Context: an optimization exercise on an open-source flow, tuned for a short achievable clock period and few clock cycles. The choices shown serve that exercise and are no tape-out recipe.
No run shown here included a check of the RTL's function; only the layout flow was run.
Power is estimated from default activity; no workload was simulated.

--- design/flow/config.mk ---
export PLATFORM = sky130hd
export DESIGN_NAME = cs213_frame_dp
export DESIGN_NICKNAME = cs213_frame_dp
export VERILOG_FILES = /design/flow/design.v
export SDC_FILE = /design/flow/constraint.sdc
export NUM_CORES = 4
export LEC_CHECK = 0
export ABC_CLOCK_PERIOD_IN_PS = 2000
export CAP_MARGIN = 20
export CORE_MARGIN = 2
export CORE_UTILIZATION = 60
export CTS_CLUSTER_DIAMETER = 150
export CTS_CLUSTER_SIZE = 30
export SETUP_SLACK_MARGIN = 3.0
export SLEW_MARGIN = 20
--- design/flow/constraint.sdc ---
create_clock -name core_clock -period 5.0 [get_ports {clk}]
set_input_delay 1.0000 -clock core_clock [delete_from_list [all_inputs] [get_ports {clk}]]
set_output_delay 1.0000 -clock core_clock [all_outputs]
set_load 0.01 [all_outputs]
--- design/flow/design.v ---
module cs213_frame_dp (
    input              clk,
    input              rst,
    input              start,
    output             start_ready,
    input      [15:0]  cfg_key,
    input              cfg_enc,
    input              cfg_comp,
    input              cfg_cks,
    input      [15:0]  cfg_sum,
    input      [15:0]  cfg_stored,
    input      [19:0]  cfg_orig,
    input      [127:0] cfg_dict,
    input              in_valid,
    input      [7:0]   in_data,
    output             in_ready,
    output             out_valid,
    output     [7:0]   out_data,
    input              out_ready,
    output             done,
    output     [2:0]   err,
    output     [15:0]  checksum,
    output     [19:0]  out_count
);
    localparam [2:0] E_OK        = 3'd0,
                     E_INTEGRITY = 3'd2,
                     E_SIZE      = 3'd3,
                     E_TRUNC     = 3'd6;
    localparam [7:0] SENTINEL = 8'h07;
    localparam FAW  = 4;                 
    localparam FD   = 1 << FAW;          
    localparam ROOM = FD - 6;            
    localparam RAW  = 1;                 
    localparam RD   = 1 << RAW;          
    function [15:0] lfsr_step;
        input [15:0] s;
        begin
            lfsr_step = {s[0] ^ s[6] ^ s[9] ^ s[13], s[15:1]};
        end
    endfunction
    integer i;
    reg          start_ready_r;
    reg          a_act;        
    reg [15:0]   a_rem;        
    reg          in_ready_r;
    reg          a_comp, a_cks;
    reg [15:0]   a_sum;
    reg [19:0]   a_orig;
    reg [7:0]    a_dict [0:15];
    reg [15:0]   ks;           
    reg          phase;        
    reg [7:0]    pad;          
    reg          f0, f1, f2, f3;
    reg          f_sumbad, f_trunc, f_sizebad;
    reg          b_v;
    reg          b_last;
    reg [7:0]    b_d;
    reg          d_v;
    reg          d_last;
    reg [7:0]    d_db;
    reg          d_is07, d_is00, d_hinz, d_hi1;
    reg [7:0]    d_dict;
    reg          t_v;
    reg          t_last;
    reg          t_eof;
    reg          t_one;        
    reg [7:0]    t_byte;
    reg [3:0]    t_cnt;
    reg          esc;          
    reg [7:0]    cs_lo, cs_hi;
    reg          cs_c;
    reg [7:0]    oc_lo;
    reg [11:0]   oc_hi;
    reg          oc_c;
    reg [13:0]   tf_mem [0:FD-1];    
    reg [FAW-1:0] tf_wp, tf_rp;
    reg [FAW:0]  tf_cnt;
    reg          tf_empty;
    reg          room;               
    reg [38:0]   rf_mem [0:RD-1];    
    reg [RAW-1:0] rf_wp, rf_rp;
    reg [RAW:0]  rf_cnt;
    reg          rf_full;
    wire accept   = start && start_ready_r;
    wire fin_go   = f3 && !rf_full;
    wire in_fire  = in_valid && in_ready_r;
    wire [15:0] cfg_ks = cfg_enc ? lfsr_step(cfg_key) : 16'd0;
    wire [15:0] ks_next = lfsr_step(ks);
    wire [7:0] db = b_d ^ pad;
    reg        tok_w;
    reg        tok_one;
    reg [7:0]  tok_byte;
    reg [3:0]  tok_cnt;
    reg        esc_next;
    always @(*) begin
        tok_w    = 1'b0;
        tok_one  = 1'b1;
        tok_byte = d_db;
        tok_cnt  = 4'd1;
        esc_next = 1'b0;
        if (!a_comp) begin
            tok_w = 1'b1;
        end else if (!esc) begin
            if (d_is07)
                esc_next = 1'b1;
            else
                tok_w = 1'b1;
        end else begin
            if (d_is00) begin
                tok_w    = 1'b1;
                tok_byte = SENTINEL;
            end else if (d_hinz) begin
                tok_w    = 1'b1;
                tok_one  = d_hi1;
                tok_byte = d_dict;
                tok_cnt  = d_db[7:4];
            end
        end
    end
    reg          cur_v;
    reg          cur_eof;
    reg          cur_last;     
    reg [3:0]    cur_cnt;
    reg [7:0]    cur_byte;
    reg          s_v;
    reg          s_eof;
    reg [7:0]    s_d;
    reg          o_v;
    reg          o_done;
    reg [7:0]    o_d;
    reg [38:0]   o_res;
    wire prod_fire = cur_v && !s_v;
    wire cur_free  = !cur_v || (!s_v && cur_last);
    wire tf_re     = cur_free && !tf_empty;
    wire [13:0] tf_head = tf_mem[tf_rp];
    wire o_busy    = (o_v && !out_ready) || (o_done && (s_v ? s_eof : cur_eof));
    wire o_load_s  = !o_busy && s_v;
    wire o_load_c  = !o_busy && !s_v && cur_v;
    always @(posedge clk) begin
        if (rst) begin
            start_ready_r <= 1'b1;
            a_act      <= 1'b0;
            in_ready_r <= 1'b0;
            f0         <= 1'b0;
            f1         <= 1'b0;
            f2         <= 1'b0;
            f3         <= 1'b0;
            b_v        <= 1'b0;
            d_v        <= 1'b0;
            t_v        <= 1'b0;
            d_last     <= 1'b0;
            t_last     <= 1'b0;
            tf_wp      <= 0;
            tf_rp      <= 0;
            tf_cnt     <= 0;
            tf_empty   <= 1'b1;
            room       <= 1'b1;
            rf_wp      <= 0;
            rf_rp      <= 0;
            rf_cnt     <= 0;
            rf_full    <= 1'b0;
            cur_v      <= 1'b0;
            s_v        <= 1'b0;
            o_v        <= 1'b0;
            o_done     <= 1'b0;
        end else begin
            if (accept) begin
                start_ready_r <= 1'b0;
                a_act         <= 1'b1;
            end else if (fin_go) begin
                start_ready_r <= 1'b1;
                a_act         <= 1'b0;
            end
            b_v    <= in_fire;
            d_v    <= b_v;
            t_v    <= (d_v && tok_w) || (f2 && !f3 && room);
            d_last <= b_v && b_last;
            t_last <= d_v && d_last;
            f0 <= accept && (cfg_stored == 16'd0);
            f1 <= t_last || f0;
            if (f1)
                f2 <= 1'b1;
            if (f2 && room)
                f3 <= 1'b1;
            if (fin_go) begin
                f2 <= 1'b0;
                f3 <= 1'b0;
            end
            if (accept)
                in_ready_r <= (cfg_stored != 16'd0) && room;
            else if (in_fire)
                in_ready_r <= (a_rem != 16'd1) && room;
            else
                in_ready_r <= a_act && (a_rem != 16'd0) && room;
            if (t_v)
                tf_wp <= tf_wp + 1'b1;
            if (tf_re)
                tf_rp <= tf_rp + 1'b1;
            if (t_v && !tf_re) begin
                tf_cnt   <= tf_cnt + 1'b1;
                tf_empty <= 1'b0;
                room     <= (tf_cnt <= ROOM - 1);
            end else if (!t_v && tf_re) begin
                tf_cnt   <= tf_cnt - 1'b1;
                tf_empty <= (tf_cnt == 1);
                room     <= (tf_cnt <= ROOM + 1);
            end
            if (fin_go)
                rf_wp <= rf_wp + 1'b1;
            if (o_done)
                rf_rp <= rf_rp + 1'b1;
            if (fin_go && !o_done) begin
                rf_cnt  <= rf_cnt + 1'b1;
                rf_full <= (rf_cnt == RD - 1);
            end else if (!fin_go && o_done) begin
                rf_cnt  <= rf_cnt - 1'b1;
                rf_full <= 1'b0;
            end
            if (cur_free)
                cur_v <= !tf_empty;
            if (!o_busy)
                s_v <= 1'b0;
            else if (prod_fire)
                s_v <= 1'b1;
            if (!o_busy) begin
                o_v    <= s_v ? !s_eof : (cur_v && !cur_eof);
                o_done <= s_v ? s_eof : (cur_v && cur_eof);
            end else begin
                o_done <= 1'b0;
            end
        end
        if (start_ready_r) begin
            a_rem  <= cfg_stored;
            a_comp <= cfg_comp;
            a_cks  <= cfg_cks;
            a_sum  <= cfg_sum;
            a_orig <= cfg_orig;
            for (i = 0; i < 16; i = i + 1)
                a_dict[i] <= cfg_dict[8*i +: 8];
            ks     <= cfg_ks;
            pad    <= cfg_ks[7:0];
            phase  <= 1'b0;
            esc    <= 1'b0;
            cs_lo  <= 8'd0;
            cs_hi  <= 8'd0;
            cs_c   <= 1'b0;
            oc_lo  <= 8'd0;
            oc_hi  <= 12'd0;
            oc_c   <= 1'b0;
        end else begin
            if (in_fire)
                a_rem <= a_rem - 16'd1;
            if (b_v) begin
                phase <= !phase;
                if (phase) begin
                    ks  <= ks_next;
                    pad <= ks_next[7:0];
                end else begin
                    pad <= ks[15:8];
                end
                {cs_c, cs_lo} <= {1'b0, cs_lo} + {1'b0, b_d};
            end else begin
                cs_c <= 1'b0;
            end
            cs_hi <= cs_hi + {7'd0, cs_c};
            if (d_v)
                esc <= esc_next;
            if (t_v && !t_eof)
                {oc_c, oc_lo} <= {1'b0, oc_lo} + {5'd0, t_cnt};
            else
                oc_c <= 1'b0;
            oc_hi <= oc_hi + {11'd0, oc_c};
        end
        b_d    <= in_data;
        b_last <= (a_rem == 16'd1);
        d_db   <= db;
        d_is07 <= (db == SENTINEL);
        d_is00 <= (db == 8'h00);
        d_hinz <= (db[7:4] != 4'd0);
        d_hi1  <= (db[7:4] == 4'd1);
        d_dict <= a_dict[db[3:0]];
        t_eof  <= !d_v;
        t_one  <= !d_v || tok_one;
        t_byte <= tok_byte;
        t_cnt  <= d_v ? tok_cnt : 4'd0;
        f_sumbad  <= a_cks && ({cs_hi, cs_lo} != a_sum);
        f_trunc   <= a_comp && esc;
        f_sizebad <= ({oc_hi, oc_lo} != a_orig);
        if (t_v)
            tf_mem[tf_wp] <= {t_eof, t_one, t_cnt, t_byte};
        if (fin_go)
            rf_mem[rf_wp] <= {f_sumbad ? E_INTEGRITY : f_trunc ? E_TRUNC :
                              f_sizebad ? E_SIZE : E_OK,
                              cs_hi, cs_lo, oc_hi, oc_lo};
        if (cur_free) begin
            {cur_eof, cur_last, cur_cnt, cur_byte} <= tf_head;
        end else if (prod_fire) begin
            cur_cnt  <= cur_cnt - 4'd1;
            cur_last <= (cur_cnt == 4'd2);
        end
        if (o_busy && prod_fire) begin
            s_eof <= cur_eof;
            s_d   <= cur_byte;
        end
        if (o_load_s)
            o_d <= s_d;
        else if (o_load_c)
            o_d <= cur_byte;
        o_res <= rf_mem[rf_rp];
    end
    assign start_ready = start_ready_r;
    assign in_ready    = in_ready_r;
    assign out_valid   = o_v;
    assign out_data    = o_d;
    assign done        = o_done;
    assign err         = o_res[38:36];
    assign checksum    = o_res[35:20];
    assign out_count   = o_res[19:0];
endmodule
--- design/flow/run.sh ---
#!/bin/bash
# synth_recipe.tcl (not shown) runs the flow's synth.tcl, then flattens the netlist and writes it again
# the make line also repeats each setting of config.mk as NAME=value (left out here)
make -C /OpenROAD-flow-scripts/flow DESIGN_CONFIG=/design/flow/config.mk WORK_HOME=/design/flow/orfs CLKGATE_MAP_FILE= SYNTH_SCRIPT=/design/flow/synth_recipe.tcl finish
==> summary.txt, run 1 <==
Synth cell types: 78
Syn Area/Cell: 16.32 um2
clk sink count: 704
Routed Antenna Nets: 0
drt first pass iters: 5
clock period minus worst slack: 2.164 ns
commonest non-fill, non-tap cell in the layout: edfxtp_1
Switching Fraction: 0.2358
IO buf count: 262
CP peak stage delay: 0.42 ns
Clk pwr share: 0.243
Post-synth EDFFs: 539
first-pass GRT wire length: 85,830 um
num rows: 77
Slew HR: 0.3692
unrepaired setup endpoints after global routing: yes
Top delay family on crit path: flip-flops
DP HPWL: 35,970 um
dominant synthesized flop cell: edfxtp_1
flop2flop setup slack: 2.93 ns
status: finished clean
gr usage total: 0.2430
chip height: 215.3 um
post-synth net total: 1,887
largest net degree at the start of global routing: 101
vias in the first global route: 14,733
Syn Inst Count: 1,642
overall power: 11.10 mW
RePlAce Congestion: 0.8446
clk latency of the worst-skew pair: 0.60 ns
remaining global-route overflow: 0
Die X: 215.3 um
crit path buf inv count: 1
Max H-tree Level: 1
share of cells above drive strength 1: 0.2068
max-slew violation count: 0
Fmax: 0.4621 GHz
mapped cell area: 0.02680 mm2
FFs w/ async S/R, synth: 0
Crit. End Element: output port
P&R area growth vs syn: 19.49%
1st-iter DRT viols: 1,468
Worst setup SP type: flop
CP cell instances: buf_2
Psw: 2.618 mW
maximum clock path buffer count: 3
CTS buffer count: 27
Cell Int Power: 8.484 mW
Top-Level Pins: 263
Flop pwr share: 0.620
diode count: 0
Final Worst Setup Slack: 2.836 ns
post-layout utilization of the core: 0.7257
worst min-delay path category: flop to flop
DP Worst Slack: 2.200 ns
routed wire length: 57,100 um
P_leak: 10.95 nW
Max IR drop VDD: 0.0003129 V
Pwr Density: 346.7 mW/mm2
crit share post-route: 0.4328
Total Nets Final: 2,198
Worst Setup Path Type: flop to output port
clock slew at reported path FFs: 0.11 ns
# DRC: 0
Clock Skews: 0.02393 ns
Crit path arrival time: 1.16 ns
Fin. Hold Viols: 0
logic gate share of total power: 0.137
full die area: 0.04637 mm2
sequential area share after synthesis: 0.7272
vias: 14,764
initial antenna violation count: 1
Root Driver: clkbuf_16
CTS tree: done
Critical Path RT: 4.00 ns
yosys warns: 2
setup violators final: 0
post-DR wirelength/cell: 22.26 um
commonest cells after routing, fill and taps aside: edfxtp_1 (539), clkdlybuf4s50_1 (207), dfxtp_1 (123)
Critical Path Slowest Stage Cell: edfxtp_1
Hold Slack: 0.4333 ns
Least-Margin Pin Slew: 0.9449 ns
CP max FO: 1
core area: 0.04412 mm2
Initial Util: 0.6073
TNS Setup: 0 ns
Max-Cap Viols: 0
Vias/cell: 5.756
Synth Register Bits: 704
==> through the flow <==
step	instances	cell area (um2)
2_1_floorplan	1642	26920
3_3_place_gp	2442	30040
3_5_place_dp	2442	30040
4_1_cts	2537	31410
5_1_grt	2565	32020
6_report	2565	32020
==> logic make-up (layout without fill, tap and decap cells) <==
family          Yosys count  in the layout  share of synthesized area
flops                   704            704                     0.7272
simple gates            336            339                    0.06210
buf+inv                 107            433                    0.01807
xor+xnor                105            107                    0.03628
fa+ha+maj                33             33                    0.01597
mux                     147            147                    0.09044
compound gates          210            210                    0.04991
==> power by group through the flow <==
stage	clock (mW)	combinational [mW]	sequential [mW]
finish	2.70	1.52	6.89
global route	2.93	1.62	6.92
floorplan	0	0.759	6.95
CTS	2.76	1.35	6.88
detailed placement	0	1.11	7.05
global placement	0	1.09	7.04
==> area by class of cell <==
| type | count | area, um2 |
|---|---|---|
| flip-flops and latches | 704 | 19560 |
| fillers | 2817 | 12100 |
| multi-input cells | 836 | 7248 |
| repair buffers | 340 | 3502 |
| clock buffers | 48 | 754.5 |
| well taps | 592 | 740.7 |
| inverters | 44 | 197.7 |
| clock inverters | 1 | 16.27 |
==> flip-flops by register name (all words and copies together) (netlist names), 12 cells and up, named ones only <==
signal / cells
ks: 16
oc_hi: 12
a_orig: 20
o_res: 39
a_sum: 16
a_dict: 128
a_rem: 16
rf_mem: 78
tf_mem: 224
==> final timing paths <==
check	startpoint	endpoint	cells after the start
worst max-delay path	o_d[7]	out_data[7]	1
worst min-delay path	d_hi1	t_one	1
worst max register to register	flop	cur_cnt[1]	6
worst min register to register	d_hi1	t_one	1
==> synth_stat cells, drive strengths merged (15+ instances only) <==
cell type	instances	area share
ha	31	0.014
xor2	49	0.016
mux2	51	0.021
mux4	71	0.060
buf	31	0.0071
edfxtp	539	0.60
xnor2	56	0.020
mux2i	25	0.0093
nor2b	15	0.0035
and2	22	0.0051
nand3	39	0.0075
nand2	82	0.011
inv	43	0.0063
clkbuf	32	0.0045
o21ai	71	0.013
nor2	103	0.016
dfxtp	165	0.12
a21oi	44	0.0082
==> layer usage <==
metal / vias to the layer above / global-route usage / share of wire
met3: 68 / 0.02916 / 0.062
li1: 6847 / - / -
met4: 2 / 0.05379 / 0.022
met5: - / 0 / 0.00023
met1: 7317 / 0.3474 / 0.42
met2: 530 / 0.4073 / 0.50
==> repair_timing <==
action                                  CTS  global route
resized for setup                       309            86
hold buffers                              0             0
gates cloned                              7             6
pin swaps                                11            27
endpoints found under the setup margin  378           211
buffers inserted                         39            22
==> run 2: changes to the inputs <==
--- a/design/flow/config.mk
+++ b/design/flow/config.mk
@@ -9,7 +9,5 @@
 export CAP_MARGIN = 20
 export CORE_MARGIN = 2
-export CORE_UTILIZATION = 60
-export CTS_CLUSTER_DIAMETER = 150
-export CTS_CLUSTER_SIZE = 30
+export CORE_UTILIZATION = 40
 export SETUP_SLACK_MARGIN = 3.0
 export SLEW_MARGIN = 20
==> summary.txt, run 2 <==
status: finished clean (unchanged)
routed wire length: 63,710 um (was 57,100 um)
Clock Skews: 0.02343 ns (was 0.02393 ns)
area of the multi-input gates: 0.007247 mm2 (was 0.007248 mm2)
full die area: 0.06908 mm2 (was 0.04637 mm2)
post-synth net total: 1,887 (unchanged)
gr usage total: 0.1818 (was 0.2430)
setup violators final: 0 (unchanged)
Max-Cap Viols: 0 (unchanged)
# DRC: 0 (unchanged)
largest register by flop count: tf_mem (unchanged)
Total Nets Final: 2,249 (was 2,198)
clock period minus worst slack: 2.140 ns (was 2.164 ns)
RePlAce Congestion: 0.8191 (was 0.8446)
Worst Setup Path Type: flop to output port (unchanged)
clk latency of the worst-skew pair: 0.61 ns (was 0.60 ns)
yosys warns: 2 (unchanged)
sequential area share after synthesis: 0.7272 (unchanged)
ranking of synthesized cells by area: edfxtp_1 (60%), dfxtp_1 (12%), mux4_2 (6.0%) (unchanged)
chip height: 262.8 um (was 215.3 um)
Post-synth EDFFs: 539 (unchanged)
Fmax: 0.4673 GHz (was 0.4621 GHz)
Critical Path RT: 4.00 ns (about the same)
top post-synthesis cells by count: edfxtp_1 (539), dfxtp_1 (165), nor2_1 (97), nand2_1 (82), mux4_2 (71) (unchanged)
maximum clock path buffer count: 3 (unchanged)
Worst setup SP type: flop (unchanged)
Synth Register Bits: 704 (unchanged)
clock slew at reported path FFs: 0.06 ns (was 0.11 ns)
worst min-delay path category: flop to flop (unchanged)
hold buffer count at cts: 0 (unchanged)
Fin. Hold Viols: 0 (unchanged)
vias in the first global route: 15,645 (was 14,733)
dominant synthesized flop cell: edfxtp_1 (unchanged)
Die X: 262.8 um (was 215.3 um)
Root Driver: clkbuf_16 (unchanged)
P_leak: 11.88 nW (was 10.95 nW)
most frequent cell after synthesis: edfxtp_1 (unchanged)
crit path buf inv count: 1 (unchanged)
Max H-tree Level: 3 (was 1)
Least-Margin Pin Slew: 0.9128 ns (was 0.9449 ns)
largest area contributor in the netlist: edfxtp_1 (unchanged)
vias: 15,120 (was 14,764)
max-slew violation count: 0 (unchanged)
unrepaired setup endpoints after global routing: yes (unchanged)
CP cell instances: buf_2 (unchanged)
placed inst area: 0.03038 mm2 (was 0.03004 mm2)
overall power: 13.93 mW (was 11.10 mW)
num rows: 94 (was 77)
share of cells above drive strength 1: 0.2482 (was 0.2068)
IO buf count: 262 (unchanged)
commonest cells after routing, fill and taps aside: edfxtp_1 (539), clkdlybuf4s50_1 (206), dfxtp_1 (117) (was edfxtp_1 (539), clkdlybuf4s50_1 (207), dfxtp_1 (123))
P&R area growth vs syn: 27.94% (was 19.49%)
post-DR wirelength/cell: 21.70 um (was 22.26 um)
CTS tree: done (unchanged)
Post-Place Cells: 2,715 (was 2,442)
Top Registers: tf_mem: 224 flops, a_dict: 128 flops, rf_mem: 78 flops (unchanged)
FF+latch area: 0.01958 mm2 (was 0.01956 mm2)
DP HPWL: 39,130 um (was 35,970 um)
CP peak stage delay: 0.38 ns (was 0.42 ns)
Slew HR: 0.3906 (was 0.3692)
Critical Path Slowest Stage Cell: edfxtp_1 (unchanged)
Pwr Density: 406.4 mW/mm2 (was 346.7 mW/mm2)
max reg flops: 224 (unchanged)
Synth cell types: 78 (unchanged)
core area: 0.06610 mm2 (was 0.04412 mm2)
Top delay family on crit path: flip-flops (unchanged)
Post-Layout Cell Count: 2,936 (was 2,565)
CP max FO: 1 (unchanged)
Crit path arrival time: 1.14 ns (was 1.16 ns)
Initial Util: 0.4054 (was 0.6073)
CTS buffer count: 75 (was 27)
drt first pass iters: 5 (unchanged)
Top-Level Pins: 263 (unchanged)
Fillers: 5,342 (was 2,817)
mapped cell area: 0.02680 mm2 (unchanged)
largest net degree at the start of global routing: 103 (was 101)
first-pass GRT wire length: 94,790 um (was 85,830 um)
Hold Slack: 0.4422 ns (was 0.4333 ns)
Syn Inst Count: 1,642 (unchanged)
Vias/cell: 5.150 (was 5.756)
remaining global-route overflow: 0 (unchanged)
Syn Area/Cell: 16.32 um2 (unchanged)
FFs w/ async S/R, synth: 0 (unchanged)
TNS Setup: 0 ns (unchanged)
Max IR drop VDD: 0.0002542 V (was 0.0003129 V)
1st-iter DRT viols: 1,157 (was 1,468)
crit share post-route: 0.4280 (was 0.4328)
commonest non-fill, non-tap cell in the layout: edfxtp_1 (unchanged)
cell area after layout: 0.03429 mm2 (was 0.03202 mm2)
initial antenna violation count: 9 (was 1)
clk sink count: 704 (unchanged)
Crit. End Element: output port (unchanged)
Synth top area share: 0.6040 (unchanged)
Routed Antenna Nets: 0 (unchanged)
## run 2: cell counts after synthesis
Identical to the previous run, type by type.
## run 2: layout make-up
| class | count | share of cell area |
|---|---|---|
| diodes | 9 | 0.0006569 |
| repair buffers | 346 | 0.1084 |
| inverters | 44 | 0.005693 |
| multi-input cells | 833 | 0.2114 |
| flip-flops and latches | 704 | 0.5710 |
| well taps | 864 | 0.03153 |
| clock buffers | 96 | 0.06098 |
| clock inverters | 40 | 0.01040 |
## run 2: metrics by stage
step | util | worst slack, ns
6_report | 0.5187 | 2.860
5_1_grt | 0.5187 | 2.803
4_1_cts | 0.5077 | 2.743
3_5_place_dp | 0.4596 | 2.113
3_3_place_gp | 0.4596 | 2.104
2_1_floorplan | - | 2.469
## run 2: path summary, 6_finish.rpt
| path | cells past startpoint | endpoint | start | slack [ns] |
|---|---|---|---|---|
| min | 2 | f1 | f0 | 0.44 |
| max | 1 | out_data[5] | o_d[5] | 2.86 |
| min reg2reg | 2 | f1 | f0 | 0.44 |
| max reg2reg | 5 | cur_byte[0] | flop | 2.93 |
## run 2: metal layers
metal,vias up,global-route usage,wire (um)
li1,7011,-,-
met2,446,0.3132,32750
met1,7563,0.2297,26030
met5,-,0,0
met4,0,0.07089,1642
met3,100,0.03045,3293
## run 2: cell families after synthesis
kind of cell,Yosys count,share of synthesized area
AOI/OAI and AO/OA,210,0.04991
xor gates and xnor gates,105,0.03628
adders and majority gates,33,0.01597
buffers and inverters,107,0.01807
DFF,704,0.7272
muxes,147,0.09044
and+or+nand+nor,336,0.06210
## run 2: what timing repair did
item                                   CTS  global route
gates resized for setup                323            95
setup endpoints to repair              483           217
pin swaps                                9            31
cloned                                   9             3
setup buffers                           32            32
endpoints found under the hold margin    0             0
## run 2: report_power, final
| group | total [mW] | leakage (nW) | internal (mW) | switching (mW) |
|---|---|---|---|---|
| combinational | 1.54 | 4.25 | 0.820 | 0.723 |
| clock | 5.48 | 1.20 | 3.26 | 2.22 |
| sequential | 6.91 | 6.42 | 6.65 | 0.252 |

==> re-timing with driven ports <==
In the flow no input, the clock included, has a driving cell. The finished layouts below were timed again as built, in two steps. Step 1: set_driving_cell puts a clkbuf_16 on clk and a buf_2 on each other input, an assumption about the parent block. Step 2 also shifts input and output timing later by t, the mid clock arrival at the registers, as if the neighbouring blocks saw the same clock. a / b / c = no drivers / after step 1 / after step 2; a / b = the first two.
| run | t (ns) | setup WS [ns] | clock arrival spread, ns |
|---|---|---|---|
| run 1 | 0.649 | 2.836 / 2.778 / 2.495 | 0.029 / 0.028 |
| run 2 | 0.661 | 2.860 / 2.798 / 2.444 | 0.027 / 0.027 |
After both steps every run listed still meets setup and hold. The setup slack of run 2, which loses most, moves by -0.062 ns with the drivers and by -0.416 ns with both steps.
